Source: an optimization exercise on an open RTL-to-GDS flow (aim: small area). Production flows keep margins and buffers that such runs may drop. Function was checked by simulation only, so behaviour that the tests miss may differ from the original. No driver is modelled on the clock port, so clocking that relies on it looks cheaper here than on a real chip. Power and IR drop assume default switching activity.

run 1:
==> flow/design.v (excerpt) <==
module dmx_core (
    input  wire        clk,
    input  wire        rst,
    input  wire [31:0] now,
    input  wire        init,
    input  wire        in_valid,
    output wire        in_ready,
    input  wire [7:0]  in_data,
    output wire        sink_cfg_valid,
    output wire [9:0]  sink_cfg_count,
    output wire        sink_wr_valid,
    output wire [8:0]  sink_wr_index,
    output wire [7:0]  sink_wr_data,
    output wire        ok_pulse,
    output wire        err_pulse,
    output wire [7:0]  err_tag,
    output wire        ok_indicator,
    input  wire [2:0]  t_op,
    input  wire [23:0] t_arg,
    output wire        t_due
);
    dmx_frame_decoder u_dec (
        .clk            (clk),
        .rst            (rst),
        .init           (init),
        .in_valid       (in_valid),
        .in_ready       (in_ready),
        .in_data        (in_data),
        .c              (now[15:0]),
        .sink_cfg_valid (sink_cfg_valid),
        .sink_cfg_count (sink_cfg_count),
        .sink_wr_valid  (sink_wr_valid),
        .sink_wr_index  (sink_wr_index),
        .sink_wr_data   (sink_wr_data),
        .ok_pulse       (ok_pulse),
        .err_pulse      (err_pulse),
        .err_tag        (err_tag),
        .ok_indicator   (ok_indicator)
    );
    alarm_timer u_timer (
        .clk   (clk),
        .rst   (rst),
        .tc    (now[31:8]),
        .t_op  (t_op),
        .t_arg (t_arg),
        .t_due (t_due)
    );
endmodule
Size in the first run: roughly 490 cells after synthesis, roughly 76 flip-flops, about 110 I/O pins, about 4900 um2 of cells after synthesis.
==> flow/config.mk <==
export PLATFORM = sky130hd
export DESIGN_NAME = dmx_core
export DESIGN_NICKNAME = dmx_core
export VERILOG_FILES = /design/flow/design.v
export SDC_FILE = /design/flow/constraint.sdc
export NUM_CORES = 4
export LEC_CHECK = 0
export CAP_MARGIN = 20
export CORE_MARGIN = 2
export CORE_UTILIZATION = 40
export GPL_TIMING_DRIVEN = 0
export SLEW_MARGIN = 20
==> flow/constraint.sdc <==
create_clock -name core_clock -period 8.0 [get_ports {clk}]
set_input_delay 1.6000 -clock core_clock [delete_from_list [all_inputs] [get_ports {clk}]]
set_output_delay 1.6000 -clock core_clock [all_outputs]
set_load 0.01 [all_outputs]
standard.sh (not shown) runs the stock make flow with config.mk's settings and CLKGATE_MAP_FILE= SYNTH_SCRIPT=/design/flow/synth_recipe.tcl, a recipe that flattens the netlist after the stock synthesis.
==> flow/flow/run.sh <==
#!/bin/bash
# The standard layout, with two changes:
#  - synthesis maps with ABC's area-oriented script flow/area.abc (the rest of
#    the standard flow's synthesis script is unchanged, so the registers are the same);
#  - port buffers are sky130_fd_sc_hd__buf_1 cells.
set -euo pipefail
HERE=$PWD
{
  echo "proc abc {args} {"
  echo "  set i [lsearch -exact \$args -script]"
  echo "  if {\$i >= 0} { lset args [expr {\$i + 1}] $HERE/flow/area.abc }"
  echo "  yosys abc {*}\$args"
  echo "}"
  cat synth_recipe.tcl
} > my_synth.tcl
sed "s#SYNTH_SCRIPT=[^ ]*#SYNTH_SCRIPT=$HERE/my_synth.tcl#" standard.sh > my_standard.sh
export BUFFER_PORTS_ARGS="-buffer_cell sky130_fd_sc_hd__buf_1"
if [[ -f flow/cts_args.txt ]]; then export CTS_ARGS="$(cat flow/cts_args.txt)"; fi
if [[ -f flow/post_cts.tcl ]]; then export POST_CTS_TCL="$HERE/flow/post_cts.tcl"; fi
export RECOVER_POWER=100
bash my_standard.sh > flow.log 2>&1
==> flow/flow/area.abc <==
strash
&get -n
&st
&dch -f
&nf
&put
strash
&get -n
&st
&dch -f
&nf
&put
strash
&get -n
&st
&dch -f
&nf
&put
topo
stime -c
==> flow/flow/cts_args.txt <==
-sink_clustering_enable -repair_clock_nets -buf_list {sky130_fd_sc_hd__clkbuf_4} -dont_use_dummy_load
==> flow/flow/post_cts.tcl <==
set sizes {sky130_fd_sc_hd__clkbuf_2 sky130_fd_sc_hd__clkbuf_4 sky130_fd_sc_hd__clkbuf_8 sky130_fd_sc_hd__clkbuf_16}
set n_up 0
for {set iter 0} {$iter < 4} {incr iter} {
  estimate_parasitics -placement
  set up {}
  foreach inst [get_cells *] {
    set k [lsearch -exact $sizes [get_property $inst ref_name]]
    if {$k < 0 || $k == [llength $sizes] - 1} { continue }
    set out [get_pins -of_objects $inst -filter "direction == output"]
    set loads [get_pins -of_objects [get_nets -of_objects $out] -filter "direction == input"]
    set worst 0
    foreach l $loads {
      if {[get_property $l lib_pin_name] ne "CLK"} { continue }
      set s [get_property $l slew_max]
      if {$s > $worst} { set worst $s }
    }
    puts "post_cts: pass $iter [get_full_name $inst] [get_property $inst ref_name] [llength $loads] loads, worst slew $worst"
    if {$worst > 0.110} { lappend up [list $inst [lindex $sizes [expr {$k + 1}]]] }
  }
  if {[llength $up] == 0} { break }
  foreach u $up { replace_cell [lindex $u 0] [lindex $u 1]; incr n_up }
}
puts "post_cts: $n_up clock buffer resizes"
if {$n_up > 0} {
  detailed_placement
  check_placement -verbose
}
The final report for run 1 shows a completed flow and a layout that fails verification, specifically max-capacitance violations, max-slew violations.
For run 2, these inputs were changed with respect to run 1:
- changing GPL_TIMING_DRIVEN from 0 to 1
- setting SETUP_SLACK_MARGIN to -0.3 for the first time
diff --git a/flow/flow/run.sh b/flow/flow/run.sh
--- a/flow/flow/run.sh
+++ b/flow/flow/run.sh
@@ -20 +19,0 @@
-export RECOVER_POWER=100
==> flow/flow/cts_args.txt <==
-sink_clustering_enable -repair_clock_nets -buf_list {sky130_fd_sc_hd__clkbuf_2} -dont_use_dummy_load
### Flow results
- Run 2 finished end to end and its layout was clean on timing, DRC and antenna.
- Run 2 has final area below what run 1 had.
- Of run 1 and run 2, run 1 shows the higher net switching component of the power, with run 2 below it.
- Relative to run 1, via count of the first global-routing pass increased by about 3% in run 2.
- Compared with run 1, run 2 shows total power that has gone down slightly.
For run 3, these inputs were changed with respect to run 2:
- CORE_UTILIZATION now 60, was 40
- PLACE_DENSITY now 0.7, previously not set
- SETUP_SLACK_MARGIN no longer set, was -0.3
- GPL_TIMING_DRIVEN now 0, was 1
==> flow/flow/cts_args.txt <==
-sink_clustering_enable -repair_clock_nets -buf_list {sky130_fd_sc_hd__clkbuf_4} -dont_use_dummy_load
==> flow/flow/post_cts.tcl <==
set n_up 0
foreach inst [get_cells *] {
  if {[get_property $inst ref_name] ne "sky130_fd_sc_hd__clkbuf_4"} { continue }
  set out [get_pins -of_objects $inst -filter "direction == output"]
  set loads [get_pins -of_objects [get_nets -of_objects $out] -filter "direction == input"]
  if {[llength $loads] >= 11} {
    replace_cell $inst sky130_fd_sc_hd__clkbuf_8
    incr n_up
  }
}
puts "post_cts: upsized $n_up clock buffers"
if {$n_up > 0} {
  detailed_placement
  check_placement -verbose
}
Notes after the runs:
When run 3 is set beside run 2, its met3 wire length turns out to be 14% larger. Run 3: estimated wirelength of the detail-placed design is 9.2% lower than what run 2 reported. Run 3 | stages: all done | timing, DRC, antenna: all pass. The total routing resource utilization after global routing of run 3 is higher than that of run 2. Comparing run 2 against run 3, there is no change at all in number of max-capacitance violations reported. Run 3 -> run 2: sum of negative setup slack delta 0, exact match. Total wire length ended up about 3.3% lower on run 3 than on run 2. | worst slack after detailed placement | run 3 vs run 2 | 1.02 ns lower |. Run 2 → run 3: power consumption now sits higher, clock period minus final worst setup slack now sits lower, clock group share of total power now sits lower.
Input changes introduced in run 4 (baseline for comparison: run 3):
- CORE_UTILIZATION changed from 60 to 40
- PLACE_DENSITY removed (was 0.7)
==> flow/flow/post_cts.tcl <==
set sizes {sky130_fd_sc_hd__clkbuf_2 sky130_fd_sc_hd__clkbuf_4 sky130_fd_sc_hd__clkbuf_8 sky130_fd_sc_hd__clkbuf_16}
set n_up 0
for {set iter 0} {$iter < 4} {incr iter} {
  estimate_parasitics -placement
  set up {}
  foreach inst [get_cells *] {
    set k [lsearch -exact $sizes [get_property $inst ref_name]]
    if {$k < 0 || $k == [llength $sizes] - 1} { continue }
    set out [get_pins -of_objects $inst -filter "direction == output"]
    set loads [get_pins -of_objects [get_nets -of_objects $out] -filter "direction == input"]
    set worst 0
    foreach l $loads {
      if {[get_property $l lib_pin_name] ne "CLK"} { continue }
      set s [get_property $l slew_max]
      if {$s > $worst} { set worst $s }
    }
    puts "post_cts: pass $iter [get_full_name $inst] [get_property $inst ref_name] [llength $loads] loads, worst slew $worst"
    if {$worst > 0.110} { lappend up [list $inst [lindex $sizes [expr {$k + 1}]]] }
  }
  if {[llength $up] == 0} { break }
  foreach u $up { replace_cell [lindex $u 0] [lindex $u 1]; incr n_up }
}
puts "post_cts: $n_up clock buffer resizes"
if {$n_up > 0} {
  detailed_placement
  check_placement -verbose
}
Findings:
Looking only at detailed route wirelength on metal2, and setting everything else aside, the higher value of run 4 and run 3 goes to run 4. Run 4 vs run 3: y dimension of the die up by more than 10%. Highest fanout seen on the critical path: run 4 vs run 3 identical. The sequential portion of the cell area of run 4 and that of run 3 are within noise of each other. Diff run 4..run 3 | multi-input combinational cell count | unchanged.


Starting RTL as in the previous note.
Settings: LEC_CHECK=0, CAP_MARGIN=20, CORE_MARGIN=2, CORE_UTILIZATION=40, GPL_TIMING_DRIVEN=1, PLACE_DENSITY=0.75, SETUP_SLACK_MARGIN=-0.3, SLEW_MARGIN=20; clock period 8.0 ns.
==> flow/flow/run.sh <==
#!/bin/bash
# The standard layout, with two changes:
#  - synthesis maps with ABC's area-oriented script flow/area.abc (the rest of
#    the standard flow's synthesis script is unchanged, so the registers are the same);
#  - port buffers are sky130_fd_sc_hd__buf_1 cells.
set -euo pipefail
HERE=$PWD
{
  echo "proc abc {args} {"
  echo "  set i [lsearch -exact \$args -script]"
  echo "  if {\$i >= 0} { lset args [expr {\$i + 1}] $HERE/flow/area.abc }"
  echo "  yosys abc {*}\$args"
  echo "}"
  cat synth_recipe.tcl
} > my_synth.tcl
sed "s#SYNTH_SCRIPT=[^ ]*#SYNTH_SCRIPT=$HERE/my_synth.tcl#" standard.sh > my_standard.sh
export BUFFER_PORTS_ARGS="-buffer_cell sky130_fd_sc_hd__buf_1"
if [[ -f flow/cts_args.txt ]]; then export CTS_ARGS="$(cat flow/cts_args.txt)"; fi
if [[ -f flow/post_cts.tcl ]]; then export POST_CTS_TCL="$HERE/flow/post_cts.tcl"; fi
bash my_standard.sh > flow.log 2>&1
==> flow/flow/cts_args.txt <==
-sink_clustering_enable -repair_clock_nets -buf_list {sky130_fd_sc_hd__clkbuf_2} -dont_use_dummy_load
==> flow/flow/post_cts.tcl <==
set sizes {sky130_fd_sc_hd__clkbuf_2 sky130_fd_sc_hd__clkbuf_4 sky130_fd_sc_hd__clkbuf_8 sky130_fd_sc_hd__clkbuf_16}
set n_up 0
for {set iter 0} {$iter < 4} {incr iter} {
  estimate_parasitics -placement
  set up {}
  foreach inst [get_cells *] {
    set k [lsearch -exact $sizes [get_property $inst ref_name]]
    if {$k < 0 || $k == [llength $sizes] - 1} { continue }
    set out [get_pins -of_objects $inst -filter "direction == output"]
    set loads [get_pins -of_objects [get_nets -of_objects $out] -filter "direction == input"]
    set worst 0
    foreach l $loads {
      if {[get_property $l lib_pin_name] ne "CLK"} { continue }
      set s [get_property $l slew_max]
      if {$s > $worst} { set worst $s }
    }
    puts "post_cts: pass $iter [get_full_name $inst] [get_property $inst ref_name] [llength $loads] loads, worst slew $worst"
    if {$worst > 0.110} { lappend up [list $inst [lindex $sizes [expr {$k + 1}]]] }
  }
  if {[llength $up] == 0} { break }
  foreach u $up { replace_cell [lindex $u 0] [lindex $u 1]; incr n_up }
}
puts "post_cts: $n_up clock buffer resizes"
if {$n_up > 0} {
  detailed_placement
  check_placement -verbose
}
Scripts as last shown in full above: flow/flow/area.abc
The baseline ran to the end with no violations.
Change:
--- a/flow/config.mk
+++ b/flow/config.mk
@@ -12,2 +11,0 @@
-export PLACE_DENSITY = 0.75
-export SETUP_SLACK_MARGIN = -0.3
Outcome:
- final area climbs by 1.2%
- hold slack is better by 7.7 ps
- routed wire length came out higher by 0.52%
- global-route usage rises by 0.56 points
- utilization came out higher by 0.58 points
Change:
--- a/flow/flow/run.sh
+++ b/flow/flow/run.sh
@@ -19 +18,0 @@
-if [[ -f flow/post_cts.tcl ]]; then export POST_CTS_TCL="$HERE/flow/post_cts.tcl"; fi
==> flow/flow/area.abc (replaced) <==
strash
dch -f
map -a
strash
dch -f
map -a
strash
dch -f
map -a
strash
dch -f
map -a
topo
stime -c
==> flow/flow/cts_args.txt (replaced) <==
-sink_clustering_enable -repair_clock_nets -buf_list {sky130_fd_sc_hd__clkbuf_8} -sink_clustering_size 40 -sink_clustering_max_diameter 300 -dont_use_dummy_load
--- a/flow/config.mk
+++ b/flow/config.mk
@@ -11 +11 @@
-export GPL_TIMING_DRIVEN = 1
+export GPL_TIMING_DRIVEN = 0
removed: flow/flow/post_cts.tcl
Result:
- This time the run finished but failed the layout checks on setup timing
- total power grows by 2.2%
- worst setup slack degrades by 490 ps
- sequential power goes down by about 2%
- first-iteration DRC count is higher by 11%
- synthesized area falls by 0.62%
- critical path depth went down by 1
- wire length goes up by 2.9%
- core utilization increases by 1.3 points
- worst hold slack hardly moves
- global-route usage is higher by 0.53 points
Change:
--- a/flow/flow/run.sh
+++ b/flow/flow/run.sh
@@ -18,0 +19 @@
+if [[ -f flow/post_cts.tcl ]]; then export POST_CTS_TCL="$HERE/flow/post_cts.tcl"; fi
==> flow/flow/area.abc (replaced) <==
strash
&get -n
&st
&dch -f
&nf
&put
strash
&get -n
&st
&dch -f
&nf
&put
strash
&get -n
&st
&dch -f
&nf
&put
topo
stime -c
==> flow/flow/cts_args.txt (replaced) <==
-sink_clustering_enable -repair_clock_nets -buf_list {sky130_fd_sc_hd__clkbuf_2} -dont_use_dummy_load
==> flow/flow/post_cts.tcl (new file) <==
set sizes {sky130_fd_sc_hd__clkbuf_2 sky130_fd_sc_hd__clkbuf_4 sky130_fd_sc_hd__clkbuf_8 sky130_fd_sc_hd__clkbuf_16}
set n_up 0
for {set iter 0} {$iter < 4} {incr iter} {
  estimate_parasitics -placement
  set up {}
  foreach inst [get_cells *] {
    set k [lsearch -exact $sizes [get_property $inst ref_name]]
    if {$k < 0 || $k == [llength $sizes] - 1} { continue }
    set out [get_pins -of_objects $inst -filter "direction == output"]
    set loads [get_pins -of_objects [get_nets -of_objects $out] -filter "direction == input"]
    set worst 0
    foreach l $loads {
      if {[get_property $l lib_pin_name] ne "CLK"} { continue }
      set s [get_property $l slew_max]
      if {$s > $worst} { set worst $s }
    }
    puts "post_cts: pass $iter [get_full_name $inst] [get_property $inst ref_name] [llength $loads] loads, worst slew $worst"
    if {$worst > 0.110} { lappend up [list $inst [lindex $sizes [expr {$k + 1}]]] }
  }
  if {[llength $up] == 0} { break }
  foreach u $up { replace_cell [lindex $u 0] [lindex $u 1]; incr n_up }
}
puts "post_cts: $n_up clock buffer resizes"
if {$n_up > 0} {
  detailed_placement
  check_placement -verbose
}
--- a/flow/config.mk
+++ b/flow/config.mk
@@ -11 +11,3 @@
-export GPL_TIMING_DRIVEN = 0
+export GPL_TIMING_DRIVEN = 1
+export PLACE_DENSITY = 0.9
+export SETUP_SLACK_MARGIN = -0.2
This time the run passed the timing, DRC and antenna checks.
Design area came out lower by 2.8%.
Synthesized cell count falls by 12%.
Synthesized area went up by 0.62%.
First-iteration DRC count grows by 50%.
Setup slack gets better by 370 ps.
Change:
--- a/flow/config.mk
+++ b/flow/config.mk
@@ -11,3 +11 @@
-export GPL_TIMING_DRIVEN = 1
-export PLACE_DENSITY = 0.9
-export SETUP_SLACK_MARGIN = -0.2
+export GPL_TIMING_DRIVEN = 0
Outcome: The changed run completed with no timing, DRC or antenna violations; power grows by about 1.1%; critical path depth came out higher by 1; first-iteration DRC count shrinks by 46%; hold slack stays flat; final area is about the same; die area does not change; area after synthesis stays the same; register-to-register slack loses 280 ps; setup slack is better by 120 ps.
Change:
--- a/flow/config.mk
+++ b/flow/config.mk
@@ -11 +11,2 @@
-export GPL_TIMING_DRIVEN = 0
+export GPL_TIMING_DRIVEN = 1
+export SETUP_SLACK_MARGIN = -0.15
The changed run finished with timing, DRC and antenna clean.
Combinational power decreases slightly.
Register-to-register slack is better by 300 ps.
Count of clock-buffer cells in the layout stays the same.
Via count increases slightly.
Clock power increases by a few percent.
Routed wire length increases slightly.

## afterwards: timing with drivers on the ports
The flow's constraints put no driver on any port. The routed layouts listed below were extracted and timed again, unchanged, in two steps. Step 1 assumes that a clkbuf_16 drives the clock port and a buf_2 every other input. Step 2 adds t to the input delays and takes it off the output delays; t is the mean of the earliest and latest rising clock arrival at the registers after step 1. Input paths then give back, and output paths get back, about the clock's delay inside the block. Three values: ideal ports, drivers, drivers and shift; two values: the first two.
run | shift t [ns] | slack for setup (ns) | worst setup path after step 2 | latest minus earliest clock arrival (ns) | worst register clock-pin slew, ns
run 1 | 0.469 | 0.310 / 0.287 / 0.287 | input to output | 0.028 / 0.028 | 0.10 / 0.10
run 2 | 0.594 | 0.184 / 0.162 / 0.162 | input to output | 0.040 / 0.040 | 0.11 / 0.11
run 3 | 0.430 | 0.225 / 0.205 / 0.205 | input to output | 0.025 / 0.026 | 0.11 / 0.11
run 4 | 0.469 | 0.324 / 0.300 / 0.300 | input to output | 0.027 / 0.028 | 0.10 / 0.10
the first run of note 2 | 0.567 | 0.188 / 0.169 / 0.169 | input to output | 0.031 / 0.030 | 0.10 / 0.10
the second run of note 2 | 0.593 | 0.332 / 0.309 / 0.309 | input to output | 0.028 / 0.029 | 0.10 / 0.10
the third run of note 2 | 0.393 | -0.162 / -0.197 / -0.197 | input to output | 0.016 / 0.017 | 0.08 / 0.08
the fourth run of note 2 | 0.559 | 0.203 / 0.184 / 0.184 | input to output | 0.024 / 0.024 | 0.09 / 0.09
the fifth run of note 2 | 0.573 | 0.320 / 0.297 / 0.297 | input to output | 0.032 / 0.032 | 0.10 / 0.10
the sixth run of note 2 | 0.584 | 0.240 / 0.218 / 0.218 | input to output | 0.034 / 0.034 | 0.10 / 0.10
For the third run of note 2, which loses most, drivers alone change the setup slack by -0.035 ns; drivers and shift together by -0.035 ns.
